This is an optimization exercise on Yosys and OpenROAD, whose aim is small area, a short achievable clock period and few clock cycles per item, not a production implementation.
Only simulation tests tie the RTL to the original design; equivalence was not proved.
Power and IR drop assume default switching activity.

$ cat flow/flow/run.sh
#!/bin/bash
# Standard ORFS layout, with the port buffers made from the smallest buffer
# cell, a clock tree of clkbuf_4/clkbuf_8 without dummy loads, and the
# timing repair aimed at a setup slack of MARGIN ns at the 9 ns clock,
# then downsizing of gates off the critical paths (RECOVER_POWER).
set -euo pipefail
MARGIN=$(cat flow/margin.txt)
bash standard.sh \
  BUFFER_PORTS_ARGS="-buffer_cell sky130_fd_sc_hd__buf_1" \
  CTS_ARGS="-sink_clustering_enable -repair_clock_nets -dont_use_dummy_load -buf_list {sky130_fd_sc_hd__clkbuf_4 sky130_fd_sc_hd__clkbuf_8}" \
  SETUP_SLACK_MARGIN=$MARGIN \
  RECOVER_POWER=100 \
  finish > standard.log 2>&1
$ cat flow/flow/margin.txt
5.5
$ cat flow/standard.sh
#!/bin/bash
# synth_recipe.tcl (not shown) runs the flow's synth.tcl, then flattens the netlist and writes it again
# the make line also repeats each setting of config.mk as NAME=value (left out here)
make -C /OpenROAD-flow-scripts/flow DESIGN_CONFIG=/design/flow/config.mk WORK_HOME=/design/flow/orfs CLKGATE_MAP_FILE= SYNTH_SCRIPT=/design/flow/synth_recipe.tcl "${@:-finish}"
$ cat flow/config.mk
export PLATFORM = sky130hd
export DESIGN_NAME = line_codec
export DESIGN_NICKNAME = line_codec
export VERILOG_FILES = /design/flow/design.v
export SDC_FILE = /design/flow/constraint.sdc
export NUM_CORES = 4
export LEC_CHECK = 0
export ABC_CLOCK_PERIOD_IN_PS = 3000
export CAP_MARGIN = 20
export CORE_MARGIN = 2
export CORE_UTILIZATION = 45
export SLEW_MARGIN = 20
export SYNTH_HIERARCHICAL = 1
export SYNTH_MINIMUM_KEEP_SIZE = 0
$ cat flow/constraint.sdc
create_clock -name core_clock -period 9.0 [get_ports {clk}]
set_input_delay 1.8000 -clock core_clock [delete_from_list [all_inputs] [get_ports {clk}]]
set_output_delay 1.8000 -clock core_clock [all_outputs]
set_load 0.01 [all_outputs]
$ cat flow/design.v
module line_codec (
    input  wire        clk,
    input  wire        rst,           
    input  wire        cmd_valid,
    output wire        cmd_ready,
    input  wire [15:0] cmd,
    input  wire [7:0]  len,
    input  wire [63:0] line_in,
    input  wire [63:0] data_in,       
    output reg         done,
    output wire [15:0] rsp,
    output reg  [63:0] line_q,
    output reg  [63:0] data_q,
    output reg  [14:0] crc_q,
    output wire [7:0]  enstat_q
);
    genvar i;
    wire [3:0] op  = cmd[3:0];
    wire [1:0] fmt = cmd[5:4];
    wire       lb  = cmd[6];
    wire       rsv_ok = (cmd[15:7] == 9'd0);
    wire is_crc  = rsv_ok && (op == 4'h1);
    wire is_dec  = rsv_ok && (op == 4'h2);
    wire is_enc  = rsv_ok && (op == 4'h3);
    wire is_chk  = rsv_ok && (op == 4'h4);
    wire bad_format = (is_dec && (fmt == 2'd3)) ||
                      (is_enc && ((fmt == 2'd3) || (fmt == 2'd0)));
    wire len_gt8 = (len[7:4] != 4'd0) || (len[3] && (len[2:0] != 3'd0));
    wire len_gt6 = (len[7:3] != 5'd0) || (len[2:0] == 3'd7);
    wire bad_length = is_enc && ((fmt == 2'd1) ? (!lb && len_gt8)
                                               : ((fmt == 2'd2) && len_gt6));
    wire ok_crc  = is_crc && (fmt == 2'd0) && !lb;
    wire ok_dec  = is_dec && (fmt != 2'd3) && !lb;
    wire ok_enc  = is_enc && (fmt[1] ^ fmt[0]) && !(fmt[0] && lb) && !bad_length;
    wire ok_chk  = is_chk && (fmt == 2'd0) && !lb;
    wire bad_param = !(ok_crc || ok_dec || ok_enc || ok_chk);
    wire bad_opc   = bad_param && !bad_format && !bad_length;
    wire sel_d  = cmd[2] || (cmd[1] && cmd[0]);             
    wire sel_u  = !cmd[0] && !cmd[2] && (fmt == 2'd0);      
    wire sel_lh = !sel_d;                                   
    wire sel_ll = !sel_d && !sel_u;                         
    wire sel_lb = sel_d && fmt[1];                          
    wire [7:0] sel_dk;
    generate
        for (i = 0; i < 8; i = i + 1) begin : g_keep
            assign sel_dk[i] = sel_d && (cmd[2] || len[3] || (len[2:0] > i));
        end
    endgenerate
    wire [63:0] opnd_d;
    generate
        for (i = 0; i < 48; i = i + 1) begin : g_opl
            lc_ao222 u_op (.a(line_in[i]), .sa(sel_ll),
                           .b(line_in[i + 15]), .sb(sel_u),
                           .c(data_in[i]), .sc(sel_dk[i / 8]),
                           .y(opnd_d[i]));
        end
        for (i = 48; i < 63; i = i + 1) begin : g_oph
            lc_ao22 u_op (.a(line_in[i]), .sa(sel_lh),
                          .b(data_in[i]), .sb(sel_dk[i / 8]),
                          .y(opnd_d[i]));
        end
    endgenerate
    lc_ao222 u_op63 (.a(line_in[63]), .sa(sel_lh),
                     .b(lb), .sb(sel_lb),
                     .c(data_in[63]), .sc(sel_dk[7]),
                     .y(opnd_d[63]));
    wire [2:0] cls_d = ok_crc ? 3'd1 :
                       ok_dec ? {1'b0, 2'd2} + {1'b0, fmt} :
                       ok_enc ? (fmt[1] ? 3'd6 : 3'd5) :
                       ok_chk ? 3'd7 : 3'd0;
    wire [1:0] cause_d = bad_length ? 2'd3 :
                         bad_format ? 2'd2 :
                         bad_opc    ? 2'd1 : 2'd0;
    reg  [63:0] opnd;
    reg         a_v;                        
    reg  [2:0]  a_cls;
    reg  [1:0]  a_cause;
    always @(posedge clk) begin
        a_v     <= cmd_valid && !rst;
        opnd    <= opnd_d;
        a_cls   <= cls_d;
        a_cause <= cause_d;
    end
    wire a_crc  = (a_cls == 3'd1);
    wire a_dec  = (a_cls == 3'd2) || (a_cls == 3'd3) || (a_cls == 3'd4);
    wire a_draw = (a_cls == 3'd3);
    wire a_ddes = (a_cls == 3'd4);
    wire a_enc  = (a_cls == 3'd5) || (a_cls == 3'd6);
    wire a_edes = (a_cls == 3'd6);
    wire a_chk  = (a_cls == 3'd7);
    wire a_bp   = (a_cause != 2'd0);
    wire a_c1   = a_cause[1];
    wire a_c0   = a_cause[0];
    wire [63:0] m = {opnd[62:48], opnd[63], opnd[47:0]};
    wire [14:0] syn;
    wire [14:0] crc_v;
    wire t64;
    wire t65;
    wire t66;
    wire t67;
    wire t68;
    wire t69;
    wire t70;
    wire t71;
    wire t72;
    wire t73;
    wire t74;
    wire t75;
    wire t76;
    wire t77;
    wire t78;
    wire t79;
    wire t80;
    wire t81;
    wire t82;
    wire t83;
    wire t84;
    wire t85;
    wire t86;
    wire t87;
    wire t88;
    wire t89;
    wire t90;
    wire t91;
    wire t92;
    wire t93;
    wire t94;
    wire t95;
    wire t96;
    wire t97;
    wire t98;
    wire t99;
    wire t100;
    wire t101;
    wire t102;
    wire t103;
    wire t104;
    wire t105;
    wire t106;
    wire t107;
    wire t108;
    wire t109;
    wire t110;
    wire t111;
    wire t112;
    wire t113;
    wire t114;
    wire t115;
    wire t116;
    wire t117;
    wire t118;
    wire t119;
    wire t120;
    wire t121;
    wire t122;
    wire t123;
    wire t124;
    wire t125;
    wire u0;
    wire u1;
    wire u2;
    wire u3;
    wire u4;
    wire u5;
    wire u6;
    wire u7;
    wire u8;
    wire u9;
    wire u10;
    wire u11;
    wire u12;
    wire u13;
    wire u14;
    wire u15;
    wire u16;
    wire u17;
    wire u18;
    wire u19;
    wire u20;
    wire u21;
    wire u22;
    wire u23;
    wire u24;
    wire u25;
    wire u26;
    wire u27;
    wire u28;
    wire u29;
    wire u30;
    wire u31;
    wire u32;
    wire u33;
    wire u34;
    wire u35;
    wire u36;
    wire u37;
    wire u38;
    wire u39;
    wire u40;
    wire u41;
    wire u42;
    wire u43;
    wire u44;
    wire u45;
    wire u46;
    wire u47;
    wire u48;
    wire u49;
    wire u50;
    wire u51;
    wire u52;
    wire u53;
    wire u54;
    wire u55;
    wire u56;
    wire u57;
    wire u58;
    wire u59;
    wire u60;
    wire u61;
    wire u62;
    wire u63;
    wire u64;
    wire u65;
    wire u66;
    wire u67;
    wire u68;
    wire u69;
    wire u70;
    wire u71;
    wire u72;
    wire u73;
    wire u74;
    wire u75;
    wire u76;
    wire u77;
    wire u78;
    wire u79;
    wire u80;
    wire u81;
    wire u82;
    wire u83;
    wire u84;
    wire u85;
    wire u86;
    wire u87;
    wire u88;
    wire u89;
    wire u90;
    wire u91;
    wire u92;
    wire u93;
    wire u94;
    wire u95;
    wire u96;
    wire u97;
    wire u98;
    wire u99;
    wire u100;
    wire u101;
    wire u102;
    wire u103;
    wire u104;
    wire u105;
    wire u106;
    wire u107;
    wire u108;
    wire u109;
    wire u110;
    wire u111;
    wire u112;
    wire u113;
    wire u114;
    wire u115;
    wire u116;
    wire u117;
    wire u118;
    wire u119;
    wire u120;
    lc_xor2 x0 (.a(m[2]), .b(m[11]), .y(t64));
    lc_xor2 x1 (.a(m[12]), .b(m[45]), .y(t65));
    lc_xor2 x2 (.a(m[19]), .b(m[21]), .y(t66));
    lc_xor2 x3 (.a(m[25]), .b(m[30]), .y(t67));
    lc_xor2 x4 (.a(m[43]), .b(m[48]), .y(t68));
    lc_xor2 x5 (.a(m[31]), .b(m[47]), .y(t69));
    lc_xor2 x6 (.a(m[44]), .b(m[46]), .y(t70));
    lc_xor2 x7 (.a(m[22]), .b(m[23]), .y(t71));
    lc_xor2 x8 (.a(m[26]), .b(m[32]), .y(t72));
    lc_xor2 x9 (.a(m[1]), .b(m[10]), .y(t73));
    lc_xor2 x10 (.a(m[24]), .b(m[29]), .y(t74));
    lc_xor2 x11 (.a(m[4]), .b(m[9]), .y(t75));
    lc_xor2 x12 (.a(m[13]), .b(t64), .y(t76));
    lc_xor2 x13 (.a(m[5]), .b(m[40]), .y(t77));
    lc_xor2 x14 (.a(m[6]), .b(t72), .y(t78));
    lc_xor2 x15 (.a(t67), .b(t69), .y(t79));
    lc_xor2 x16 (.a(m[17]), .b(m[28]), .y(t80));
    lc_xor2 x17 (.a(m[18]), .b(m[20]), .y(t81));
    lc_xor2 x18 (.a(m[0]), .b(m[38]), .y(t82));
    lc_xor2 x19 (.a(m[27]), .b(m[41]), .y(t83));
    lc_xor2 x20 (.a(m[39]), .b(t75), .y(t84));
    lc_xor2 x21 (.a(t70), .b(t74), .y(t85));
    lc_xor2 x22 (.a(t66), .b(t71), .y(t86));
    lc_xor2 x23 (.a(t65), .b(t68), .y(t87));
    lc_xor2 x24 (.a(m[16]), .b(m[42]), .y(t88));
    lc_xor2 x25 (.a(m[3]), .b(m[14]), .y(t89));
    lc_xor2 x26 (.a(m[8]), .b(t73), .y(t90));
    lc_xor2 x27 (.a(t79), .b(t85), .y(t91));
    lc_xor2 x28 (.a(m[33]), .b(m[36]), .y(t92));
    lc_xor2 x29 (.a(m[11]), .b(m[35]), .y(t93));
    lc_xor2 x30 (.a(m[37]), .b(t82), .y(t94));
    lc_xor2 x31 (.a(m[15]), .b(t77), .y(t95));
    lc_xor2 x32 (.a(m[5]), .b(t81), .y(t96));
    lc_xor2 x33 (.a(m[6]), .b(t89), .y(t97));
    lc_xor2 x34 (.a(t83), .b(t88), .y(t98));
    lc_xor2 x35 (.a(m[34]), .b(t80), .y(t99));
    lc_xor2 x36 (.a(t76), .b(t78), .y(t100));
    lc_xor2 x37 (.a(t84), .b(t86), .y(t101));
    lc_xor2 x38 (.a(m[3]), .b(m[37]), .y(t102));
    lc_xor2 x39 (.a(m[13]), .b(m[25]), .y(t103));
    lc_xor2 x40 (.a(m[38]), .b(m[39]), .y(t104));
    lc_xor2 x41 (.a(m[7]), .b(m[31]), .y(t105));
    lc_xor2 x42 (.a(m[32]), .b(m[46]), .y(t106));
    lc_xor2 x43 (.a(m[12]), .b(m[15]), .y(t107));
    lc_xor2 x44 (.a(m[19]), .b(m[36]), .y(t108));
    lc_xor2 x45 (.a(m[21]), .b(m[22]), .y(t109));
    lc_xor2 x46 (.a(m[18]), .b(m[23]), .y(t110));
    lc_xor2 x47 (.a(m[1]), .b(m[43]), .y(t111));
    lc_xor2 x48 (.a(t77), .b(t81), .y(t112));
    lc_xor2 x49 (.a(m[4]), .b(t107), .y(t113));
    lc_xor2 x50 (.a(t83), .b(t92), .y(t114));
    lc_xor2 x51 (.a(t74), .b(t106), .y(t115));
    lc_xor2 x52 (.a(m[33]), .b(t73), .y(t116));
    lc_xor2 x53 (.a(t80), .b(t93), .y(t117));
    lc_xor2 x54 (.a(t90), .b(t96), .y(t118));
    lc_xor2 x55 (.a(t70), .b(t113), .y(t119));
    lc_xor2 x56 (.a(t87), .b(t90), .y(t120));
    lc_xor2 x57 (.a(t87), .b(t97), .y(t121));
    lc_xor2 x58 (.a(t78), .b(t105), .y(t122));
    lc_xor2 x59 (.a(t76), .b(t95), .y(t123));
    lc_xor2 x60 (.a(m[17]), .b(t94), .y(t124));
    lc_xor2 x61 (.a(t91), .b(t100), .y(t125));
    lc_xor2 x62 (.a(m[20]), .b(m[27]), .y(u0));
    lc_xor2 x63 (.a(m[29]), .b(m[49]), .y(u1));
    lc_xor2 x64 (.a(m[7]), .b(t64), .y(u2));
    lc_xor2 x65 (.a(t66), .b(t75), .y(u3));
    lc_xor2 x66 (.a(u0), .b(u1), .y(u4));
    lc_xor2 x67 (.a(t116), .b(u2), .y(u5));
    lc_xor2 x68 (.a(u3), .b(u4), .y(u6));
    lc_xor2 x69 (.a(t121), .b(t124), .y(u7));
    lc_xor2 x70 (.a(u5), .b(u6), .y(u8));
    lc_xor2 x71 (.a(u7), .b(u8), .y(syn[0]));
    lc_xor2 x72 (.a(m[28]), .b(m[30]), .y(u9));
    lc_xor2 x73 (.a(m[34]), .b(m[3]), .y(u10));
    lc_xor2 x74 (.a(m[50]), .b(m[7]), .y(u11));
    lc_xor2 x75 (.a(t104), .b(t109), .y(u12));
    lc_xor2 x76 (.a(u10), .b(u11), .y(u13));
    lc_xor2 x77 (.a(u9), .b(t76), .y(u14));
    lc_xor2 x78 (.a(u12), .b(u13), .y(u15));
    lc_xor2 x79 (.a(t118), .b(t119), .y(u16));
    lc_xor2 x80 (.a(u14), .b(u15), .y(u17));
    lc_xor2 x81 (.a(u16), .b(u17), .y(syn[1]));
    lc_xor2 x82 (.a(m[16]), .b(m[29]), .y(u18));
    lc_xor2 x83 (.a(m[35]), .b(m[51]), .y(u19));
    lc_xor2 x84 (.a(m[8]), .b(t65), .y(u20));
    lc_xor2 x85 (.a(t69), .b(t77), .y(u21));
    lc_xor2 x86 (.a(u18), .b(u19), .y(u22));
    lc_xor2 x87 (.a(t76), .b(t97), .y(u23));
    lc_xor2 x88 (.a(u20), .b(u21), .y(u24));
    lc_xor2 x89 (.a(u22), .b(t101), .y(u25));
    lc_xor2 x90 (.a(u23), .b(u24), .y(u26));
    lc_xor2 x91 (.a(u25), .b(u26), .y(syn[2]));
    lc_xor2 x92 (.a(m[30]), .b(m[45]), .y(u27));
    lc_xor2 x93 (.a(m[52]), .b(t111), .y(u28));
    lc_xor2 x94 (.a(u27), .b(t114), .y(u29));
    lc_xor2 x95 (.a(t115), .b(t86), .y(u30));
    lc_xor2 x96 (.a(t94), .b(u28), .y(u31));
    lc_xor2 x97 (.a(t123), .b(u29), .y(u32));
    lc_xor2 x98 (.a(u30), .b(u31), .y(u33));
    lc_xor2 x99 (.a(u32), .b(u33), .y(syn[3]));
    lc_xor2 x100 (.a(m[0]), .b(m[10]), .y(u34));
    lc_xor2 x101 (.a(m[11]), .b(m[45]), .y(u35));
    lc_xor2 x102 (.a(m[53]), .b(m[7]), .y(u36));
    lc_xor2 x103 (.a(t68), .b(u34), .y(u37));
    lc_xor2 x104 (.a(u35), .b(u36), .y(u38));
    lc_xor2 x105 (.a(t98), .b(t99), .y(u39));
    lc_xor2 x106 (.a(u37), .b(u38), .y(u40));
    lc_xor2 x107 (.a(t101), .b(t91), .y(u41));
    lc_xor2 x108 (.a(u39), .b(u40), .y(u42));
    lc_xor2 x109 (.a(u41), .b(u42), .y(syn[4]));
    lc_xor2 x110 (.a(m[42]), .b(m[54]), .y(u43));
    lc_xor2 x111 (.a(t71), .b(t72), .y(u44));
    lc_xor2 x112 (.a(u43), .b(t112), .y(u45));
    lc_xor2 x113 (.a(t117), .b(u44), .y(u46));
    lc_xor2 x114 (.a(t120), .b(t91), .y(u47));
    lc_xor2 x115 (.a(u45), .b(u46), .y(u48));
    lc_xor2 x116 (.a(u47), .b(u48), .y(syn[5]));
    lc_xor2 x117 (.a(m[55]), .b(m[9]), .y(u49));
    lc_xor2 x118 (.a(t110), .b(t66), .y(u50));
    lc_xor2 x119 (.a(u49), .b(t114), .y(u51));
    lc_xor2 x120 (.a(t87), .b(u50), .y(u52));
    lc_xor2 x121 (.a(u51), .b(u52), .y(u53));
    lc_xor2 x122 (.a(t125), .b(u53), .y(syn[6]));
    lc_xor2 x123 (.a(m[42]), .b(m[56]), .y(u54));
    lc_xor2 x124 (.a(t109), .b(t111), .y(u55));
    lc_xor2 x125 (.a(t75), .b(t82), .y(u56));
    lc_xor2 x126 (.a(u54), .b(t99), .y(u57));
    lc_xor2 x127 (.a(u55), .b(u56), .y(u58));
    lc_xor2 x128 (.a(u57), .b(u58), .y(u59));
    lc_xor2 x129 (.a(t125), .b(u59), .y(syn[7]));
    lc_xor2 x130 (.a(m[44]), .b(m[57]), .y(u60));
    lc_xor2 x131 (.a(t93), .b(u60), .y(u61));
    lc_xor2 x132 (.a(t78), .b(t79), .y(u62));
    lc_xor2 x133 (.a(t96), .b(u61), .y(u63));
    lc_xor2 x134 (.a(t101), .b(t124), .y(u64));
    lc_xor2 x135 (.a(u62), .b(u63), .y(u65));
    lc_xor2 x136 (.a(u64), .b(u65), .y(syn[8]));
    lc_xor2 x137 (.a(m[24]), .b(m[27]), .y(u66));
    lc_xor2 x138 (.a(m[48]), .b(m[58]), .y(u67));
    lc_xor2 x139 (.a(t104), .b(t65), .y(u68));
    lc_xor2 x140 (.a(t73), .b(t92), .y(u69));
    lc_xor2 x141 (.a(u66), .b(u67), .y(u70));
    lc_xor2 x142 (.a(t112), .b(t86), .y(u71));
    lc_xor2 x143 (.a(u68), .b(u69), .y(u72));
    lc_xor2 x144 (.a(u70), .b(t122), .y(u73));
    lc_xor2 x145 (.a(u71), .b(u72), .y(u74));
    lc_xor2 x146 (.a(u73), .b(u74), .y(syn[9]));
    lc_xor2 x147 (.a(m[40]), .b(m[41]), .y(u75));
    lc_xor2 x148 (.a(m[59]), .b(t103), .y(u76));
    lc_xor2 x149 (.a(t71), .b(t82), .y(u77));
    lc_xor2 x150 (.a(t89), .b(u75), .y(u78));
    lc_xor2 x151 (.a(t115), .b(t84), .y(u79));
    lc_xor2 x152 (.a(t99), .b(u76), .y(u80));
    lc_xor2 x153 (.a(u77), .b(u78), .y(u81));
    lc_xor2 x154 (.a(t120), .b(u79), .y(u82));
    lc_xor2 x155 (.a(u80), .b(u81), .y(u83));
    lc_xor2 x156 (.a(u82), .b(u83), .y(syn[10]));
    lc_xor2 x157 (.a(m[14]), .b(m[26]), .y(u84));
    lc_xor2 x158 (.a(m[35]), .b(m[41]), .y(u85));
    lc_xor2 x159 (.a(m[42]), .b(m[47]), .y(u86));
    lc_xor2 x160 (.a(m[60]), .b(t110), .y(u87));
    lc_xor2 x161 (.a(t67), .b(u84), .y(u88));
    lc_xor2 x162 (.a(u85), .b(u86), .y(u89));
    lc_xor2 x163 (.a(t116), .b(t84), .y(u90));
    lc_xor2 x164 (.a(t85), .b(u87), .y(u91));
    lc_xor2 x165 (.a(u88), .b(u89), .y(u92));
    lc_xor2 x166 (.a(t123), .b(u90), .y(u93));
    lc_xor2 x167 (.a(u91), .b(u92), .y(u94));
    lc_xor2 x168 (.a(u93), .b(u94), .y(syn[11]));
    lc_xor2 x169 (.a(m[10]), .b(m[24]), .y(u95));
    lc_xor2 x170 (.a(m[26]), .b(m[34]), .y(u96));
    lc_xor2 x171 (.a(m[61]), .b(t108), .y(u97));
    lc_xor2 x172 (.a(t64), .b(u95), .y(u98));
    lc_xor2 x173 (.a(u96), .b(t79), .y(u99));
    lc_xor2 x174 (.a(t95), .b(t98), .y(u100));
    lc_xor2 x175 (.a(u97), .b(u98), .y(u101));
    lc_xor2 x176 (.a(t121), .b(u100), .y(u102));
    lc_xor2 x177 (.a(u101), .b(u99), .y(u103));
    lc_xor2 x178 (.a(u102), .b(u103), .y(syn[12]));
    lc_xor2 x179 (.a(m[20]), .b(m[62]), .y(u104));
    lc_xor2 x180 (.a(t102), .b(t103), .y(u105));
    lc_xor2 x181 (.a(t68), .b(u104), .y(u106));
    lc_xor2 x182 (.a(t117), .b(t98), .y(u107));
    lc_xor2 x183 (.a(u105), .b(u106), .y(u108));
    lc_xor2 x184 (.a(t119), .b(t122), .y(u109));
    lc_xor2 x185 (.a(u107), .b(u108), .y(u110));
    lc_xor2 x186 (.a(u109), .b(u110), .y(syn[13]));
    lc_xor2 x187 (.a(m[0]), .b(m[28]), .y(u111));
    lc_xor2 x188 (.a(m[44]), .b(m[47]), .y(u112));
    lc_xor2 x189 (.a(m[48]), .b(m[63]), .y(u113));
    lc_xor2 x190 (.a(m[9]), .b(t102), .y(u114));
    lc_xor2 x191 (.a(t108), .b(t88), .y(u115));
    lc_xor2 x192 (.a(u111), .b(u112), .y(u116));
    lc_xor2 x193 (.a(u113), .b(u114), .y(u117));
    lc_xor2 x194 (.a(u115), .b(u116), .y(u118));
    lc_xor2 x195 (.a(t100), .b(t118), .y(u119));
    lc_xor2 x196 (.a(u117), .b(u118), .y(u120));
    lc_xor2 x197 (.a(u119), .b(u120), .y(syn[14]));
    lc_xor2 x198 (.a(syn[0]), .b(m[49]), .y(crc_v[0]));
    lc_xor2 x199 (.a(syn[1]), .b(m[50]), .y(crc_v[1]));
    lc_xor2 x200 (.a(syn[2]), .b(m[51]), .y(crc_v[2]));
    lc_xor2 x201 (.a(syn[3]), .b(m[52]), .y(crc_v[3]));
    lc_xor2 x202 (.a(syn[4]), .b(m[53]), .y(crc_v[4]));
    lc_xor2 x203 (.a(syn[5]), .b(m[54]), .y(crc_v[5]));
    lc_xor2 x204 (.a(syn[6]), .b(m[55]), .y(crc_v[6]));
    lc_xor2 x205 (.a(syn[7]), .b(m[56]), .y(crc_v[7]));
    lc_xor2 x206 (.a(syn[8]), .b(m[57]), .y(crc_v[8]));
    lc_xor2 x207 (.a(syn[9]), .b(m[58]), .y(crc_v[9]));
    lc_xor2 x208 (.a(syn[10]), .b(m[59]), .y(crc_v[10]));
    lc_xor2 x209 (.a(syn[11]), .b(m[60]), .y(crc_v[11]));
    lc_xor2 x210 (.a(syn[12]), .b(m[61]), .y(crc_v[12]));
    lc_xor2 x211 (.a(syn[13]), .b(m[62]), .y(crc_v[13]));
    lc_xor2 x212 (.a(syn[14]), .b(m[63]), .y(crc_v[14]));
    wire        crc_ok = (syn == 15'd0);
    wire        ones   = &opnd;
    wire [2:0]  a_cnt  = (opnd[15:0]  == 16'hA5A5) +
                         (opnd[31:16] == 16'h5A5A) +
                         (opnd[47:32] == 16'hA5A5) +
                         (opnd[63:48] == 16'h5A5A);
    wire        mm     = a_ddes && !ones && !crc_ok;
    assign cmd_ready = 1'b1;
    reg [5:0] rsp_r;                        
    reg [3:0] enstat_r;
    assign rsp      = {8'd0, rsp_r[5:4], rsp_r[3], 1'b0, rsp_r[2:1], rsp_r[3], rsp_r[0]};
    assign enstat_q = {4'd0, enstat_r};
    reg rst_q;
    always @(posedge clk) rst_q <= rst;
    wire go      = a_v && !rst_q;
    wire wr_crc  = go && a_crc;
    wire wr_dlo  = go && a_dec && !mm;
    wire wr_dhi  = go && a_draw;
    wire wr_line = go && a_enc;
    wire wr_lraw = go && a_enc && !a_edes;
    wire wr_ldes = go && a_edes;
    wire wr_chk  = go && a_chk;
    wire ho_crc  = !rst_q && !wr_crc;
    wire ho_dlo  = !rst_q && !wr_dlo;
    wire ho_dhi  = !rst_q && !wr_dhi;
    wire ho_line = !rst_q && !wr_line;
    wire [14:0] crc_d;
    wire [63:0] data_d, line_d;
    generate
        for (i = 0; i < 15; i = i + 1) begin : g_crc
            lc_ao22 u_c (.a(crc_v[i]), .sa(wr_crc), .b(crc_q[i]), .sb(ho_crc),
                         .y(crc_d[i]));
            lc_ao222 u_lc (.a(opnd[48 + i]), .sa(wr_lraw), .b(crc_v[i]), .sb(wr_ldes),
                           .c(line_q[48 + i]), .sc(ho_line), .y(line_d[48 + i]));
        end
        for (i = 0; i < 48; i = i + 1) begin : g_lo
            lc_ao22 u_d (.a(opnd[i]), .sa(wr_dlo), .b(data_q[i]), .sb(ho_dlo),
                         .y(data_d[i]));
            lc_ao22 u_l (.a(opnd[i]), .sa(wr_line), .b(line_q[i]), .sb(ho_line),
                         .y(line_d[i]));
        end
        for (i = 48; i < 64; i = i + 1) begin : g_dh
            lc_ao22 u_d (.a(opnd[i]), .sa(wr_dhi), .b(data_q[i]), .sb(ho_dhi),
                         .y(data_d[i]));
        end
    endgenerate
    lc_ao22 u_l63 (.a(opnd[63]), .sa(wr_line), .b(line_q[63]), .sb(ho_line),
                   .y(line_d[63]));
    wire [5:0] rsp_n = {a_dec && !mm && opnd[63],               
                        a_ddes && ones,                         
                        mm,                                     
                        a_c1, a_c0,                             
                        a_bp};                                  
    always @(posedge clk) begin
        done     <= a_v && !rst;
        rsp_r    <= rst_q ? 6'd0 : (a_v ? rsp_n : rsp_r);
        enstat_r <= rst_q ? 4'd0 : (a_v && a_chk ? {(a_cnt != 3'd0), a_cnt} : enstat_r);
        crc_q    <= crc_d;
        data_q   <= data_d;
        line_q   <= line_d;
    end
endmodule
module lc_xor2 (
    input  wire a,
    input  wire b,
    output wire y
);
    assign y = a ^ b;
endmodule
module lc_ao22 (
    input  wire a,
    input  wire sa,
    input  wire b,
    input  wire sb,
    output wire y
);
    assign y = (a & sa) | (b & sb);
endmodule
module lc_ao222 (
    input  wire a,
    input  wire sa,
    input  wire b,
    input  wire sb,
    input  wire c,
    input  wire sc,
    output wire y
);
    assign y = (a & sa) | (b & sb) | (c & sc);
endmodule
==> notes.md, run 1 <==
- Run status: finished with violations
- Layout violations: max-capacitance violations, max-slew violations
- Worst ir drop on vdd: 0.130 mV
- Max FO, Critical Path: 51
- CTS Root Cell: sky130_fd_sc_hd__clkbuf_8
- Drt drc: 0
- Finished layout cell area: 0.0118 mm²
- DRT iter0 DRCs: 1033
- Final clock period utilization by the worst path: 63.0%
- Horiz. Die Dim: 150 µm
- Via count of the first global-routing pass: 8647
- Clock Latency Late Sink: 0.52 ns
- Detailed Place HPWL: 26600 µm
- Normalized max-slew margin: -89.9%
- Class of the worst hold path: flip-flop to flip-flop
- Worst-Margin Slew: 2.85 ns
- Wirelength, routed: 37200 µm
- Number of port buffers: 309
- Total setup violations reported at the end of the flow: 0
- Time the final worst path needs with I/O delays and setup: 5.67 ns
- Adder and majority gate portion of the synthesized area: 0.989%
- Post-synthesis simple-gate area fraction: 6.40%
- Cell area power density: 241 mW/mm²
- Aggregate global routing overflow: 0
- Worst-case clock buffer depth: 3
- Clock transition at the register clock pins on the worst setup and hold paths after CTS: 0.06 ns
- Class of the most critical setup path: flip-flop to flip-flop
- Final hold vios: 0
- Largest clock skew in the final design: 0.0287 ns
- Effective utilization at floorplan: 45.7%
- Number of sinks on the clock net: 225
- Number of enable flip-flop cells after synthesis: 0
- Inserted Clock Buffers: 37
- Count of state elements after synthesis: 225
- Capturing element type of the critical path: flip-flop
- Data required time at the worst endpoint: 9.39 ns
- Via Count: 8835
- Number of optimization iterations in the first detailed-route pass: 7
- Fraction of layout cells with a size suffix above 1: 7.59%
- Die height: 150 µm
- # rows: 53
- Data arrival time of the critical path: 6.06 ns
- Depth of the CTS H-tree: 2
- Total negative setup slack: 0 ns
- Synthesized netlist cell count: 885
- Largest net degree at the start of global routing: 52
- XOR/XNOR Fraction of Synth Area: 19.4%
- Setup repair after global routing missed its margin: false
- Worst reg-to-reg setup slack: 3.33 ns
- Die outline area: 0.0225 mm²
- Global-route wire length before repair: 53600 µm
- Placement-stage cell area: 0.0111 mm²
- Area fraction in compound gates after synthesis: 21.6%
- Number of nets with antenna violations after detailed routing: 0
- Area of the core: 0.0210 mm²
- Max frequency: 176 MHz
- Main combinational cell family by area after synthesis: compound AO/OA/AOI/OAI gates
- Routed vias/inst: 5.83
- Share of async-settable or async-resettable flops after synthesis: 0%
- Total GRT Usage: 32.3%
- Post-synthesis to final-layout area growth: 23.1%
- Leak Pwr: 0.00486 µW
- Hold buffers post-CTS: 0
- Final routed wire length divided by cell count: 24.5 µm
- TritonCTS clock tree: done
- Yosys warning count: 7
- Unique masters post-synth: 47
- Netlist area before placement: 0.00961 mm²
- Total I/O pin count: 324
- Layout Nets: 1403
- Count of max-cap constraint violations: 3
- Syn_area_per_cell: 10.9 µm²
- Share of synthesized area spent on multiplexers: 0.521%
- Synth Flop Type: sky130_fd_sc_hd__dfxtp_1
- Nature of the critical path startpoint: flip-flop
- Part of the Yosys area used for sequential elements: 46.9%
- Max-slew violation total from the final report: 152
- RD Place Congestion: 0.989
- Antenna violations before repair: 1
## stage by stage
stage / worst slack [ns] / power [µW] / util, % / instances / hold WS [ns]
floorplan: 5.55 / 1830 / - / 897 / 0.464
CTS: 5.49 / 2840 / 55.8 / 1511 / 0.472
global route: 3.00 / 2990 / 56.3 / 1515 / 0.479
detailed placement: 4.68 / 2120 / 52.9 / 1469 / 0.455
finish: 3.33 / 2850 / 56.3 / 1515 / 0.469
global placement: 4.67 / 2130 / 52.9 / 1469 / 0.455
## what timing repair did
action | 4_1_cts | 5_1_grt
cloned | 5 | 0
buffers inserted | 0 | 3
pin swaps | 3 | 4
gates resized for setup | 16 | 42
endpoints found under the setup margin | 130 | 90
## flip-flops by register name (all words and copies together), names as in the netlist
signal	cells
a_cause	2
rst_q	1
done	1
opnd	64
a_v	1
crc_q	15
data_q	64
rsp_r	6
enstat_r	4
line_q	64
a_cls	3
## routing by layer
layer	vias to the layer above	track usage (%)	share of wire, %
met5	-	0	0
met4	0	13.9	3.7
met3	99	7.94	8.9
met2	529	52.4	47
met1	4239	40.9	40
li1	3968	-	-
## final cells by class
type	instances	area [µm²]
well taps	275	344
fillers	1949	9190
inverters	74	278
clock buffers	37	509
diodes	1	2.50
repair buffers	318	1200
flip-flops and latches	225	4520
multi-input cells	585	4980
## where the power goes
group          leakage [µW]  total (µW)  internal (µW)  switching, µW
sequential          0.00184        1130           1030           97.5
combinational       0.00275        1010            360            649
clock              0.000266         715            363            351
## Yosys cell counts, types with 2 or more instances
cell type	number	area share [%]
sky130_fd_sc_hd__mux2i_1	5	0.52
sky130_fd_sc_hd__o21ai_0	3	0.16
sky130_fd_sc_hd__conb_1	2	0.078
sky130_fd_sc_hd__nand4_1	19	1.2
sky130_fd_sc_hd__ha_1	6	0.78
sky130_fd_sc_hd__a31oi_1	4	0.26
sky130_fd_sc_hd__a21oi_1	4	0.21
sky130_fd_sc_hd__inv_1	74	2.9
sky130_fd_sc_hd__o211ai_1	2	0.16
sky130_fd_sc_hd__dfxtp_1	225	47
sky130_fd_sc_hd__nor2_1	25	0.98
sky130_fd_sc_hd__nor4_1	15	0.98
sky130_fd_sc_hd__nand2b_1	4	0.26
sky130_fd_sc_hd__o21ai_1	3	0.16
sky130_fd_sc_hd__nand3_1	4	0.21
sky130_fd_sc_hd__nor3_1	8	0.42
sky130_fd_sc_hd__nand2_1	15	0.59
sky130_fd_sc_hd__nor3b_1	3	0.23
sky130_fd_sc_hd__buf_2	2	0.10
sky130_fd_sc_hd__buf_4	15	1.2
sky130_fd_sc_hd__nor4_2	3	0.39
sky130_fd_sc_hd__a22o_1	143	13
sky130_fd_sc_hd__a222oi_1	64	6.7
sky130_fd_sc_hd__xor2_1	213	19
sky130_fd_sc_hd__a211oi_1	2	0.16
## final timing paths
check                startpoint            endpoint  depth (start not counted)
max               rst_q$_DFF_P_  line_q[56]$_DFF_P_                         11
min          line_q[39]$_DFF_P_  line_q[39]$_DFF_P_                          1
max reg2reg       rst_q$_DFF_P_  line_q[56]$_DFF_P_                         11
min reg2reg  line_q[39]$_DFF_P_  line_q[39]$_DFF_P_                          1
## cells in the final DEF, fill, tap and decap left out, types with 2 or more instances in the layout
master / n
sky130_fd_sc_hd__o211ai_1: 2
sky130_fd_sc_hd__a22o_1: 143
sky130_fd_sc_hd__a21oi_1: 5
sky130_fd_sc_hd__clkbuf_8: 37
sky130_fd_sc_hd__clkbuf_1: 9
sky130_fd_sc_hd__mux2i_1: 5
sky130_fd_sc_hd__nor4_1: 15
sky130_fd_sc_hd__nor2_2: 3
sky130_fd_sc_hd__a211oi_1: 2
sky130_fd_sc_hd__nand3_1: 4
sky130_fd_sc_hd__a222oi_1: 64
sky130_fd_sc_hd__buf_1: 307
sky130_fd_sc_hd__nor4_2: 3
sky130_fd_sc_hd__xor2_1: 193
sky130_fd_sc_hd__xor2_2: 20
sky130_fd_sc_hd__and3_4: 4
sky130_fd_sc_hd__dfxtp_2: 15
sky130_fd_sc_hd__nor3b_1: 3
sky130_fd_sc_hd__a31oi_1: 3
sky130_fd_sc_hd__buf_4: 2
sky130_fd_sc_hd__nor2_4: 4
sky130_fd_sc_hd__ha_1: 6
sky130_fd_sc_hd__nand4_1: 20
sky130_fd_sc_hd__nand2_1: 15
sky130_fd_sc_hd__nor3_1: 8
sky130_fd_sc_hd__dfxtp_1: 210
sky130_fd_sc_hd__o21ai_0: 3
sky130_fd_sc_hd__conb_1: 14
sky130_fd_sc_hd__nor2_1: 22
sky130_fd_sc_hd__o21ai_1: 2
sky130_fd_sc_hd__a221oi_1: 2
sky130_fd_sc_hd__inv_1: 74
sky130_fd_sc_hd__nand2b_1: 4
## per-module statistics from Yosys (local to each module, per instance)
module      times used  flip-flops and latches  cells  cell area (µm²)
lc_xor2            213                       0      1             8.76
lc_ao22            143                       0      1             8.76
lc_ao222            64                       0      2             13.8
line_codec           1                     225    401             5620
## logic make-up (layout without fill, tap and decap cells)
kind of cell    count (synthesis)  in the layout
fa+ha+maj                       7              7
other cells                     2             15
simple gates                  108            113
compound gates                233            233
flops                         225            225
buf+inv                        92            429
mux                             5              5
xor+xnor                      213            213
## worst max-delay path: stages (launching register included)
cell                       delay [ns]
sky130_fd_sc_hd__dfxtp_1         0.58
sky130_fd_sc_hd__and2b_1         0.55
sky130_fd_sc_hd__nand2_1         0.16
sky130_fd_sc_hd__nor3b_1         0.22
sky130_fd_sc_hd__clkbuf_1        0.62
sky130_fd_sc_hd__or2_2           0.22
sky130_fd_sc_hd__clkbuf_1        1.99
sky130_fd_sc_hd__nor2_4         -0.11
sky130_fd_sc_hd__clkbuf_1        0.40
sky130_fd_sc_hd__buf_4           0.38
sky130_fd_sc_hd__a222oi_1        0.34
sky130_fd_sc_hd__inv_1           0.08
Testbench counts, summed over its fixed seeds: cycles 4,808, items 4,800.
==> run 2, diff against run 1 <==
==> flow/flow/run.sh (replaced) <==
#!/bin/bash
# Standard ORFS layout, with the port buffers made from the smallest buffer
# cell, a clock tree of clkbuf_8 (clusters of up to 16 sinks) without dummy loads, and the
# timing repair aimed at a setup slack of MARGIN ns at the 9 ns clock.
set -euo pipefail
MARGIN=$(cat flow/margin.txt)
bash standard.sh \
  BUFFER_PORTS_ARGS="-buffer_cell sky130_fd_sc_hd__buf_1" \
  CTS_ARGS="-sink_clustering_enable -repair_clock_nets -dont_use_dummy_load -buf_list {sky130_fd_sc_hd__clkbuf_8} -sink_clustering_size 16 -sink_clustering_max_diameter 50" \
  SETUP_SLACK_MARGIN=$MARGIN \
  finish > standard.log 2>&1
==> notes.md, run 2 <==
- Aggregate global routing overflow: 0 (unchanged)
- Count of state elements after synthesis: 225 (unchanged)
- Diode insertion count for antenna repair: 0 (-1)
- Layout Nets: 1385 (-1.3%)
- Via count of the first global-routing pass: 8409 (-2.8%)
- RD Place Congestion: 0.989 (unchanged)
- Number of enable flip-flop cells after synthesis: 0 (unchanged)
- Die outline area: 0.0225 mm² (unchanged)
- Final hold vios: 0 (unchanged)
- Effective utilization at floorplan: 45.7% (unchanged)
- Class of the most critical setup path: input pin to flip-flop
- Number of sinks on the clock net: 225 (unchanged)
- Data arrival time of the critical path: 3.89 ns (-2.17 ns)
- Capturing element type of the critical path: flip-flop
- Top cell type's share of synthesized area: 46.9% (unchanged)
- Time the final worst path needs with I/O delays and setup: 3.45 ns (-2.22 ns)
- Worst-Margin Slew: 0.997 ns (-1.85 ns)
- Count of cells along the worst hold path: 2 (+1)
- DRT iter0 DRCs: 1025 (-0.77%)
- Total GRT Usage: 31.8% (-0.52 points)
- Run status: complete, no violations
- Worst ir drop on vdd: 0.130 mV (+0.25%)
- Largest clock skew in the final design: 0.0385 ns (+0.00980 ns)
- Area of the core: 0.0210 mm² (unchanged)
- Inserted Clock Buffers: 21 (-43%)
- Switching share of total power: 40.0% (+1.5 points)
- Internal power contribution: 1600 µW (-8.8%)
- Most used standard cell by instance count after synthesis: sky130_fd_sc_hd__dfxtp_1
- Number of cell instances on the worst register-to-register path: 11 (unchanged)
- Depth of the CTS H-tree: 1 (-1)
- Number of optimization iterations in the first detailed-route pass: 10 (+3)
- Global-route wire length before repair: 53100 µm (-0.98%)
- Leak Pwr: 0.00479 µW (-1.4%)
- Data required time at the worst endpoint: 9.44 ns (+0.05 ns)
- Via Count: 8721 (-1.3%)
- CTS Root Cell: sky130_fd_sc_hd__clkbuf_8
- Total negative setup slack: 0 ns (unchanged)
- Fraction of layout cells with a size suffix above 1: 7.86% (+0.28 points)
- Nature of the critical path startpoint: input pin
- TritonCTS clock tree: done
- Cell area power density: 228 mW/mm² (-5.4%)
- Die height: 150 µm (unchanged)
- Post-synthesis to final-layout area growth: 21.7%
- Total of fill cells in the finished design: 1970 (+1.1%)
- Netlist area before placement: 0.00961 mm² (unchanged)
- Detailed Place HPWL: 26600 µm (unchanged)
- Class of the worst hold path: flip-flop to flip-flop
- Total I/O pin count: 324 (unchanged)
- Final clock period utilization by the worst path: 38.4% (-25 points)
- # rows: 53 (unchanged)
- Largest registers: data_q (64), line_q (64), opnd (64)
- Leading cell types in the layout, fill and taps excluded: 309 x sky130_fd_sc_hd__buf_1, 206 x sky130_fd_sc_hd__dfxtp_1, 189 x sky130_fd_sc_hd__xor2_1
- Share of async-settable or async-resettable flops after synthesis: 0% (unchanged)
- Combinational share of power: 38.2% (+2.8 points)
- Syn_area_per_cell: 10.9 µm² (unchanged)
- Number of port buffers: 309 (unchanged)
- Synthesized netlist cell count: 885 (unchanged)
- Number of nets with antenna violations after detailed routing: 0 (unchanged)
- Most common cell after layout, fill and taps aside: sky130_fd_sc_hd__buf_1
- Worst-case clock buffer depth: 3 (unchanged)
- Clock Latency Late Sink: 0.53 ns (about the same)
- Synth Flop Type: sky130_fd_sc_hd__dfxtp_1
- Drt drc: 0 (unchanged)
- Relative contribution of the clock network to total power: 19.6% (-5.5 points)
- Normalized max-slew margin: 33.3% (+120 points)
- Final routed wire length divided by cell count: 24.6 µm (+0.29%)
- Max FO, Critical Path: 10 (-80%)
- Antenna violations before repair: 0 (-1)
- Wirelength, routed: 36800 µm (-0.97%)
- Clock transition at the register clock pins on the worst setup and hold paths after CTS: 0.09 ns (+0.03 ns)
- Max-slew violation total from the final report: 0 (-100%)
- Most area-hungry cell type in the Yosys netlist: sky130_fd_sc_hd__dfxtp_1
- Total setup violations reported at the end of the flow: 0 (unchanged)
- Part of the Yosys area used for sequential elements: 46.9% (unchanged)
- Hold WS: 0.467 ns (-0.00276 ns)
- Yosys warning count: 7 (unchanged)
- Routed vias/inst: 5.83 (about the same)
- Largest net degree at the start of global routing: 52 (unchanged)
- Commonest cells post-synth: 225 x sky130_fd_sc_hd__dfxtp_1, 213 x sky130_fd_sc_hd__xor2_1, 143 x sky130_fd_sc_hd__a22o_1, 74 x sky130_fd_sc_hd__inv_1, 64 x sky130_fd_sc_hd__a222oi_1
- Horiz. Die Dim: 150 µm (unchanged)
- Max frequency: 289 MHz (+64%)
- Ranking of synthesized cells by area: sky130_fd_sc_hd__dfxtp_1 47%, sky130_fd_sc_hd__xor2_1 19%, sky130_fd_sc_hd__a22o_1 13%
- Sequential Power Share: 42.2% (+2.7 points)
- Hold buffers post-CTS: 0 (unchanged)
- Count of max-cap constraint violations: 0 (-3)
- Setup repair after global routing missed its margin: false
- Power spent charging and discharging nets: 1070 µW (-2.7%)
- Unique masters post-synth: 47 (unchanged)
[run 2: timing repair]
item / in CTS / in global routing
gates resized for setup: 15 / 42
setup endpoints to repair: 130 / 70
gates cloned: 5 / 0
pin swaps: 3 / 3
setup buffers: 1 / 0
[run 2: power by group through the flow]
stage               logic (µW)  registers (µW)  clock network (µW)
finish                    1020            1120                 523
global route              1090            1130                 577
CTS                       1000            1120                 535
detailed placement         983            1140                   0
global placement           996            1140                   0
floorplan                  742            1090                   0
[run 2: area by class of cell]
cell class	count	area, µm²	area share, %
Multi-Input combinational cell	585	5040	43.1
Sequential cell	225	4530	38.7
Timing Repair Buffer	316	1220	10.5
Tap cell	275	344	2.94
Clock buffer	21	289	2.47
Inverter	74	278	2.37
[run 2: routing by layer]
layer / global-route usage [%] / share of wire (%) / vias to the layer above
li1: - / - / 3934
met1: 41.8 / 41 / 4204
met2: 52.1 / 47 / 514
met3: 6.58 / 8.5 / 69
met4: 10.8 / 3.1 / 0
met5: 0 / 0 / -
[run 2: through the flow]
step                setup WS [ns]  std cells  util [%]  total power (µW)  instance area (µm²)
floorplan                    5.55        897         -              1830                 9690
global placement             4.67       1469      52.9              2130                11100
detailed placement           4.68       1469      52.9              2120                11100
CTS                          5.50       1496      54.8              2650                11500
global route                 5.49       1496      55.7              2800                11700
finish                       5.55       1496      55.7              2670                11700
[run 2: path summary, 6_finish.rpt]
check	startpoint	to	slack (ns)
worst max-delay path	cmd[0]	opnd[45]$_DFF_P_	5.55
worst min-delay path	a_cause[1]$_SDFF_PP1_	rsp_r[0]$_SDFFE_PP0P_	0.47
worst max register to register	opnd[20]$_DFF_P_	data_q[27]$_DFF_P_	5.60
worst min register to register	a_cause[1]$_SDFF_PP1_	rsp_r[0]$_SDFFE_PP0P_	0.47
[run 2: kinds of logic (layout without fill, tap and decap cells)]
group / count (synthesis) / count (layout) / synth area share [%]
flops: 225 / 225 / 46.9
mux: 5 / 5 / 0.521
buf+inv: 92 / 411 / 4.20
compound gates: 233 / 233 / 21.6
simple gates: 108 / 113 / 6.40
fa+ha+maj: 7 / 7 / 0.989
xor+xnor: 213 / 213 / 19.4
other cells: 2 / 14 / 0.0781
[run 2: worst max-delay path: stages]
cell	delay, ns
sky130_fd_sc_hd__buf_1	0.40
sky130_fd_sc_hd__nand2_1	0.20
sky130_fd_sc_hd__nand2b_1	0.34
sky130_fd_sc_hd__nand2_1	0.14
sky130_fd_sc_hd__o21ai_1	0.65
sky130_fd_sc_hd__a222oi_1	0.23
sky130_fd_sc_hd__inv_1	0.12
[run 2: modules after synthesis (local to each module, per instance)]
module | flip-flops and latches | area [µm²] | cells inside
lc_ao22 | 0 | 8.76 | 1
lc_ao222 | 0 | 13.8 | 2
lc_xor2 | 0 | 8.76 | 1
line_codec | 225 | 5620 | 401
==> run 3, diff against run 2 <==
==> flow/flow/margin.txt (replaced) <==
5.3
==> notes.md, run 3 <==
- Number of nets with antenna violations after detailed routing: 0 (unchanged)
- TritonCTS clock tree: done
- Clock transition at the register clock pins on the worst setup and hold paths after CTS: 0.09 ns (about the same)
- # rows: 53 (unchanged)
- Final clock period utilization by the worst path: 39.4% (+1.0 points)
- Critical register-to-register path endpoint: data_q[34]$_DFF_P_
- Power spent charging and discharging nets: 1070 µW (+0.38%)
- Synth Flop Type: sky130_fd_sc_hd__dfxtp_1
- Area of the core: 0.0210 mm² (unchanged)
- Count of max-cap constraint violations: 0 (unchanged)
- Antenna violations before repair: 0 (unchanged)
- Largest clock skew in the final design: 0.0733 ns (+0.0348 ns)
- Number of port buffers: 309 (unchanged)
- Total negative setup slack: 0 ns (unchanged)
- Beginning of the critical path: opnd[27]$_DFF_P_
- Layout Nets: 1382 (-0.22%)
- RD Place Congestion: 1.01 (+2.2%)
- Unique masters post-synth: 47 (unchanged)
- Count of cells along the worst hold path: 1 (-1)
- Leading cell types in the layout, fill and taps excluded: 309 x sky130_fd_sc_hd__buf_1, 211 x sky130_fd_sc_hd__dfxtp_1, 191 x sky130_fd_sc_hd__xor2_1
- Count of state elements after synthesis: 225 (unchanged)
- Wirelength, routed: 36300 µm (-1.3%)
- Effective utilization at floorplan: 45.7% (unchanged)
- Diode insertion count for antenna repair: 0 (unchanged)
- Commonest cells post-synth: 225 x sky130_fd_sc_hd__dfxtp_1, 213 x sky130_fd_sc_hd__xor2_1, 143 x sky130_fd_sc_hd__a22o_1, 74 x sky130_fd_sc_hd__inv_1, 64 x sky130_fd_sc_hd__a222oi_1
- Aggregate global routing overflow: 0 (unchanged)
- Number of optimization iterations in the first detailed-route pass: 10 (unchanged)
- Clock Latency Late Sink: 0.55 ns (+0.02 ns)
- Via count of the first global-routing pass: 8623 (+2.5%)
- Sequential Power Share: 42.1% (about the same)
- Max frequency: 282 MHz (-2.6%)
- Largest net degree at the start of global routing: 61 (+17%)
- Share of async-settable or async-resettable flops after synthesis: 0% (unchanged)
- Fraction of layout cells with a size suffix above 1: 6.90% (-0.97 points)
- Global-route wire length before repair: 52600 µm (-0.91%)
- Post-synthesis to final-layout area growth: 21.1%
- Timing endpoint of the critical path: data_q[34]$_DFF_P_
- Switching share of total power: 40.2% (+0.12 points)
- Total setup violations reported at the end of the flow: 0 (unchanged)
- Nature of the critical path startpoint: flip-flop
- Synthesized netlist cell count: 885 (unchanged)
- Leak Pwr: 0.00477 µW (-0.29%)
- Worst reg-to-reg setup slack: 5.45 ns (-0.15 ns)
- Number of enable flip-flop cells after synthesis: 0 (unchanged)
- Class of the most critical setup path: flip-flop to flip-flop
- Syn_area_per_cell: 10.9 µm² (unchanged)
- Most area-hungry cell type in the Yosys netlist: sky130_fd_sc_hd__dfxtp_1
- Most common cell after layout, fill and taps aside: sky130_fd_sc_hd__buf_1
- CTS Root Cell: sky130_fd_sc_hd__clkbuf_8
- Relative contribution of the clock network to total power: 19.6% (about the same)
- Routed vias/inst: 5.89 (+1.0%)
- Register area: 0.00452 mm² (-0.14%)
- Most used standard cell by instance count after synthesis: sky130_fd_sc_hd__dfxtp_1
- Inserted Clock Buffers: 21 (unchanged)
- Worst-case clock buffer depth: 3 (unchanged)
- Number of cell instances on the worst register-to-register path: 11 (unchanged)
- Data arrival time of the critical path: 3.92 ns (+0.03 ns)
- Class of the worst hold path: flip-flop to flip-flop
- Cell area power density: 229 mW/mm² (+0.62%)
- Final hold vios: 0 (unchanged)
- Area of combinational cells with multiple inputs: 0.00499 mm² (-0.97%)
- Number of sinks on the clock net: 225 (unchanged)
- Total GRT Usage: 31.3% (-0.49 points)
- Netlist area before placement: 0.00961 mm² (unchanged)
- Depth of the CTS H-tree: 1 (unchanged)
- PnR Total Power: 2670 µW (about the same)
- Die height: 150 µm (unchanged)
- Detailed Place HPWL: 26600 µm (about the same)
- Setup repair after global routing missed its margin: false
- Max-slew violation total from the final report: 0 (unchanged)
- Combinational share of power: 38.4% (+0.2 points)
- Ranking of synthesized cells by area: sky130_fd_sc_hd__dfxtp_1 47%, sky130_fd_sc_hd__xor2_1 19%, sky130_fd_sc_hd__a22o_1 13%
- Die outline area: 0.0225 mm² (unchanged)
- Capturing element type of the critical path: flip-flop
- Final routed wire length divided by cell count: 24.3 µm (-1.1%)
- Worst ir drop on vdd: 0.115 mV (-12%)
- Normalized max-slew margin: 31.0% (-2.3 points)
- Internal power contribution: 1600 µW (-0.13%)
- Largest registers: data_q (64), line_q (64), opnd (64)
- Total I/O pin count: 324 (unchanged)
- Horiz. Die Dim: 150 µm (unchanged)
- Worst reg2reg startpoint: opnd[27]$_DFF_P_
- DRT iter0 DRCs: 1058 (+3.2%)
- Yosys warning count: 7 (unchanged)
- Part of the Yosys area used for sequential elements: 46.9% (unchanged)
- Run status: complete, no violations
- Drt drc: 0 (unchanged)
- Data required time at the worst endpoint: 9.37 ns (-0.07 ns)
- Top cell type's share of synthesized area: 46.9% (unchanged)
- Time the final worst path needs with I/O delays and setup: 3.55 ns (+0.0931 ns)
- Max FO, Critical Path: 48 (+38)
- Via Count: 8792 (+0.81%)
- Total of fill cells in the finished design: 1972 (+0.10%)
- Worst-Margin Slew: 1.03 ns (+0.0344 ns)
## run 3: final cells by class
type	count	share of cell area [%]
clock buffers	21	2.48
inverters	74	2.39
multi-input cells	583	42.9
flip-flops and latches	225	38.9
well taps	275	2.96
repair buffers	315	10.4
## run 3: routing by layer
layer / GRT usage, % / up-vias / routed length, µm
met5: 0 / - / 0
met4: 11.2 / 0 / 1490
met3: 6.88 / 113 / 3400
met2: 51.6 / 551 / 16900
met1: 40.4 / 4194 / 14500
li1: - / 3934 / -
## run 3: worst min path at each step
stage	start	endpoint	slack, ns
after floorplan	rst_q$_DFF_P_	rsp_r[3]$_SDFFE_PP0P_	0.46
after global placement	line_q[8]$_DFF_P_	line_q[8]$_DFF_P_	0.46
after detailed placement	data_q[8]$_DFF_P_	data_q[8]$_DFF_P_	0.46
after CTS	data_q[42]$_DFF_P_	data_q[42]$_DFF_P_	0.48
after global routing	data_q[3]$_DFF_P_	data_q[3]$_DFF_P_	0.48
final	line_q[3]$_DFF_P_	line_q[3]$_DFF_P_	0.47
## run 3: power by group through the flow
stage	sequential [µW]	combinational, µW	clock [µW]
after floorplan	1090	742	0
after global placement	1140	996	0
after detailed placement	1140	988	0
after CTS	1110	1000	536
after global routing	1120	1100	569
final	1120	1020	523
## run 3: worst max-delay path, cell delays in order, from the launching register on
cell,delay [ns]
sky130_fd_sc_hd__dfxtp_1,0.57
sky130_fd_sc_hd__xor2_1,0.35
sky130_fd_sc_hd__xor2_1,0.34
sky130_fd_sc_hd__xor2_1,0.30
sky130_fd_sc_hd__xor2_1,0.21
sky130_fd_sc_hd__xor2_1,0.12
sky130_fd_sc_hd__nor4_1,0.27
sky130_fd_sc_hd__nand4_1,0.24
sky130_fd_sc_hd__nand3_2,0.29
sky130_fd_sc_hd__a31oi_4,0.11
sky130_fd_sc_hd__clkbuf_8,0.31
sky130_fd_sc_hd__a22o_1,0.24
## run 3: per-stage QoR
stage                     std cells  cell area (µm²)  setup WS (ns)  utilization [%]  hold slack, ns
after global placement         1469            11100           4.65             52.9           0.456
after floorplan                 897             9680           5.33                -           0.463
after CTS                      1493            11500           5.31             54.6           0.476
after detailed placement       1469            11100           4.66             52.9           0.455
final                          1493            11600           5.45             55.4           0.475
after global routing           1493            11600           5.30             55.4           0.485
## run 3: per-module statistics from Yosys (local to each module, per instance)
| module | copies in the design | flops+latches | area, µm² |
|---|---|---|---|
| lc_ao22 | 143 | 0 | 8.76 |
| lc_ao222 | 64 | 0 | 13.8 |
| line_codec | 1 | 225 | 5620 |
| lc_xor2 | 213 | 0 | 8.76 |
## run 3: logic make-up after synthesis
family	synth area share, %
other cells	0.0781
fa+ha+maj	0.989
mux	0.521
compound gates	21.6
xor+xnor	19.4
buf+inv	4.20
flops	46.9
simple gates	6.40
## run 3: repair_timing
| action | in CTS | in global routing |
|---|---|---|
| hold buffers | 0 | 0 |
| gates cloned | 3 | 0 |
| setup endpoints to repair | 56 | 97 |
| resized for setup | 9 | 34 |
| setup buffers | 0 | 0 |
| pin swaps | 2 | 1 |
==> run 4, diff against run 3 <==
==> flow/flow/run.sh (replaced) <==
#!/bin/bash
# Standard ORFS layout, with the port buffers made from the smallest buffer
# cell, a clock tree of clkbuf_8 (clusters of up to 12 sinks) without dummy loads, and the
# timing repair aimed at a setup slack of MARGIN ns at the 9 ns clock.
set -euo pipefail
MARGIN=$(cat flow/margin.txt)
bash standard.sh \
  BUFFER_PORTS_ARGS="-buffer_cell sky130_fd_sc_hd__buf_1" \
  CTS_ARGS="-sink_clustering_enable -repair_clock_nets -dont_use_dummy_load -buf_list {sky130_fd_sc_hd__clkbuf_8} -sink_clustering_size 12 -sink_clustering_max_diameter 40" \
  SETUP_SLACK_MARGIN=$MARGIN \
  finish > standard.log 2>&1
==> flow/flow/margin.txt (replaced) <==
5.5
==> notes.md, run 4 <==
- Synth Flop Type: sky130_fd_sc_hd__dfxtp_1
- Worst reg2reg startpoint: opnd[28]$_DFF_P_
- Crit-path slowest cell: sky130_fd_sc_hd__dfxtp_1
- Category of cells accounting for the largest share of critical-path delay: XOR/XNOR gates
- Worst Hold Launch: crc_q[3]$_DFF_P_
- Data required time at the worst endpoint: 9.42 ns (+0.05 ns)
- Power spent charging and discharging nets: 1080 µW (+1.2%)
- Die outline area: 0.0225 mm² (unchanged)
- Detailed Place HPWL: 26600 µm (about the same)
- PnR Total Power: 2760 µW (+3.4%)
- Total setup violations reported at the end of the flow: 0 (unchanged)
- Most used standard cell by instance count after synthesis: sky130_fd_sc_hd__dfxtp_1
- Netlist area before placement: 0.00961 mm² (unchanged)
- Total I/O pin count: 324 (unchanged)
- Layout Nets: 1391 (+0.65%)
- Class of the worst hold path: flip-flop to flip-flop
- Data arrival time of the critical path: 3.82 ns (-0.10 ns)
- Number of nets with antenna violations after detailed routing: 0 (unchanged)
- Share of async-settable or async-resettable flops after synthesis: 0% (unchanged)
- Leak Pwr: 0.00484 µW (+1.4%)
- Yosys warning count: 7 (unchanged)
- Post-synthesis to final-layout area growth: 22.9%
- Die height: 150 µm (unchanged)
- Worst ir drop on vdd: 0.132 mV (+15%)
- Number of optimization iterations in the first detailed-route pass: 9 (-1)
- Time the final worst path needs with I/O delays and setup: 3.40 ns (-0.149 ns)
- Area of the core: 0.0210 mm² (unchanged)
- Internal power contribution: 1680 µW (+4.9%)
- Depth of the CTS H-tree: 1 (unchanged)
- Largest net degree at the start of global routing: 52 (-15%)
- Commonest cells post-synth: 225 x sky130_fd_sc_hd__dfxtp_1, 213 x sky130_fd_sc_hd__xor2_1, 143 x sky130_fd_sc_hd__a22o_1, 74 x sky130_fd_sc_hd__inv_1, 64 x sky130_fd_sc_hd__a222oi_1
- Max frequency: 294 MHz (+4.4%)
- Critical path's largest stage delay: 0.58 ns (about the same)
- Effective utilization at floorplan: 45.7% (unchanged)
- Horiz. Die Dim: 150 µm (unchanged)
- # rows: 53 (unchanged)
- Aggregate global routing overflow: 0 (unchanged)
- Clock transition at the register clock pins on the worst setup and hold paths after CTS: 0.06 ns (-0.03 ns)
- Routed vias/inst: 5.83 (-0.96%)
- RD Place Congestion: 0.989 (-2.1%)
- Most common cell after layout, fill and taps aside: sky130_fd_sc_hd__buf_1
- Syn_area_per_cell: 10.9 µm² (unchanged)
- Normalized max-slew margin: 30.7% (-0.25 points)
- Beginning of the critical path: opnd[28]$_DFF_P_
- Setup repair after global routing missed its margin: true
- Relative contribution of the clock network to total power: 22.3% (+2.7 points)
- Switching share of total power: 39.3% (-0.87 points)
- Count of max-cap constraint violations: 0 (unchanged)
- Met3 track demand over resource in global routing: 6.82% (-0.061 points)
- Fraction of layout cells with a size suffix above 1: 8.80% (+1.9 points)
- Grt met2 use: 51.8% (+0.27 points)
- Max-slew violation total from the final report: 0 (unchanged)
- Hold buffers post-CTS: 0 (unchanged)
- Global-route wire length before repair: 52900 µm (+0.52%)
- Sequential Power Share: 40.8% (-1.3 points)
- Buffer count from post-CTS setup fixing: 0 (unchanged)
- Capturing element type of the critical path: flip-flop
- Combinational share of power: 36.9% (-1.5 points)
- Antenna violations before repair: 1 (+1)
- Largest registers: data_q (64), line_q (64), opnd (64)
- Final clock period utilization by the worst path: 37.8% (-1.7 points)
- Most area-hungry cell type in the Yosys netlist: sky130_fd_sc_hd__dfxtp_1
- Via count of the first global-routing pass: 8542 (-0.94%)
- Largest clock skew in the final design: 0.0540 ns (-0.0193 ns)
- Max FO, Critical Path: 48 (unchanged)
- Run status: complete, no violations
- Unique masters post-synth: 47 (unchanged)
- Wirelength, routed: 36700 µm (+0.95%)
- Total GRT Usage: 31.6% (+0.33 points)
- Buf+Inv Stages, Crit Path: 1 (unchanged)
- Count of state elements after synthesis: 225 (unchanged)
- Number of port buffers: 309 (unchanged)
- Hold WS: 0.472 ns (-0.00336 ns)
- Part of the Yosys area used for sequential elements: 46.9% (unchanged)
- Total negative setup slack: 0 ns (unchanged)
- Number of enable flip-flop cells after synthesis: 0 (unchanged)
- Placement-stage cell area: 0.0111 mm² (unchanged)
- CTS Root Cell: sky130_fd_sc_hd__clkbuf_8
- Most heavily used metal layer in global routing: met2
- Clock Latency Late Sink: 0.58 ns (+0.03 ns)
- Top cell type's share of synthesized area: 46.9% (unchanged)
- Number of sinks on the clock net: 225 (unchanged)
- Leading cell types in the layout, fill and taps excluded: 309 x sky130_fd_sc_hd__buf_1, 202 x sky130_fd_sc_hd__dfxtp_1, 187 x sky130_fd_sc_hd__xor2_1
- Inserted Clock Buffers: 29 (+38%)
- Met1 global-route usage: 40.8% (+0.44 points)
- Finished layout cell area: 0.0118 mm² (+1.5%)
- Nature of the critical path startpoint: flip-flop
- Final hold vios: 0 (unchanged)
- Worst-case clock buffer depth: 3 (unchanged)
- TritonCTS clock tree: done
- DRT iter0 DRCs: 1074 (+1.5%)
- Ranking of synthesized cells by area: sky130_fd_sc_hd__dfxtp_1 47%, sky130_fd_sc_hd__xor2_1 19%, sky130_fd_sc_hd__a22o_1 13%
- Class of the most critical setup path: flip-flop to flip-flop
- Drt drc: 0 (unchanged)
- Top cell by count, worst path: sky130_fd_sc_hd__xor2_1
- Ordered cell list for the critical path: xor2_1, xor2_1, xor2_1, xor2_1, xor2_1, nor4_1, nand4_1, nand3_2, a31oi_4, buf_12, a22o_1
- Via Count: 8766 (-0.30%)
- Synthesized netlist cell count: 885 (unchanged)
- Final routed wire length divided by cell count: 24.4 µm (+0.28%)
- Cell area power density: 234 mW/mm² (+1.9%)
- Worst-Margin Slew: 1.04 ns (+0.00367 ns)
- Share of the core filled with cells: 56.2% (+0.83 points)
run 4: changes by cell type in the layout (fill, tap and decap cells not counted), sizes merged:
cell	before	now
buf	314	315
diode	0	1
nor2	28	29
clkbuf	22	29
run 4: Yosys stat by module (local to each module, per instance):
module | cells | area [µm²] | times used
lc_ao222 | 2 | 13.8 | 64
line_codec | 401 | 5620 | 1
lc_xor2 | 1 | 8.76 | 213
lc_ao22 | 1 | 8.76 | 143
run 4: cell type report:
class                   count  area, µm²
repair buffers            315       1220
well taps                 275        344
flip-flops and latches    225       4530
diodes                      1       2.50
clock buffers              29        399
fillers                  1961       9210
multi-input cells         584       5040
inverters                  74        278
run 4: layer usage:
metal	routed length, µm	vias to the layer above	part of all wire (%)
met5	0	-	0
met4	1400	0	3.8
met3	3300	99	9.0
met2	17400	520	47
met1	14600	4202	40
li1	-	3945	-
run 4: timing repair:
item                                    in CTS  in global routing
endpoints found under the setup margin     130                 76
pin swaps                                    3                  4
resized for setup                           19                 43
gates cloned                                 4                  0
run 4: per-stage QoR:
stage	setup WS (ns)	std cells
6_report	5.60	1503
5_1_grt	5.51	1503
4_1_cts	5.51	1502
3_5_place_dp	4.68	1469
3_3_place_gp	4.67	1469
2_1_floorplan	5.55	897
run 4: final timing paths:
kind | slack [ns] | to | cells after the start
max | 5.60 | data_q[34]$_DFF_P_ | 11
min | 0.47 | crc_q[3]$_DFF_P_ | 1
max reg2reg | 5.60 | data_q[34]$_DFF_P_ | 11
min reg2reg | 0.47 | crc_q[3]$_DFF_P_ | 1
run 4: cell families after synthesis:
| family | after synthesis | share of synthesized area [%] |
|---|---|---|
| multiplexers | 5 | 0.521 |
| AND/OR/NAND/NOR | 108 | 6.40 |
| flip-flops | 225 | 46.9 |
| AO/OA/AOI/OAI | 233 | 21.6 |
| adder cells (fa/ha/maj) | 7 | 0.989 |
| XOR/XNOR | 213 | 19.4 |
| other | 2 | 0.0781 |
| buffers and inverters | 92 | 4.20 |
run 4: worst register-to-register path: cells and delay by family, from the launching register on:
family | cells | cell delay [ns]
buffers and inverters | 1 | 0.19
DFF | 1 | 0.58
xor gates and xnor gates | 5 | 1.30
AOI/OAI and AO/OA | 2 | 0.40
and+or+nand+nor | 3 | 0.81
run 4: power by group through the flow:
stage	Clock [µW]	Sequential, µW	Combinational (µW)
global placement	0	1140	996
floorplan	0	1090	742
CTS	630	1120	1000
detailed placement	0	1140	983
global route	671	1130	1100
finish	615	1130	1020

[afterwards: timing with drivers on the ports]
The flow's constraints put no driver on any port. The routed layouts listed below were extracted and timed again, unchanged, in two steps.
Step 1 sets driving cells, clkbuf_16 on the clock port and buf_2 on the other inputs (assumed; they add their load-dependent delay and slew).
Step 2 also shifts input and output timing later by t, the mid clock arrival at the registers, as if the neighbouring blocks saw the same clock.
a / b / c = ideal / step 1 / step 2; a / b = the first two.
run	shift t [ns]	setup WS [ns]	latest minus earliest clock arrival (ns)	worst register clock-pin slew, ns
run 1	0.547	3.330 / 3.330 / 3.270	0.031 / 0.030	0.06 / 0.06
run 2	0.555	5.545 / 5.559 / 5.004	0.039 / 0.039	0.10 / 0.10
run 3	0.555	5.452 / 5.452 / 4.951	0.073 / 0.074	0.10 / 0.10
run 4	0.594	5.601 / 5.601 / 5.083	0.054 / 0.054	0.08 / 0.08
The setup slack of run 2, which loses most, moves by +0.014 ns with the drivers and by -0.541 ns with both steps.
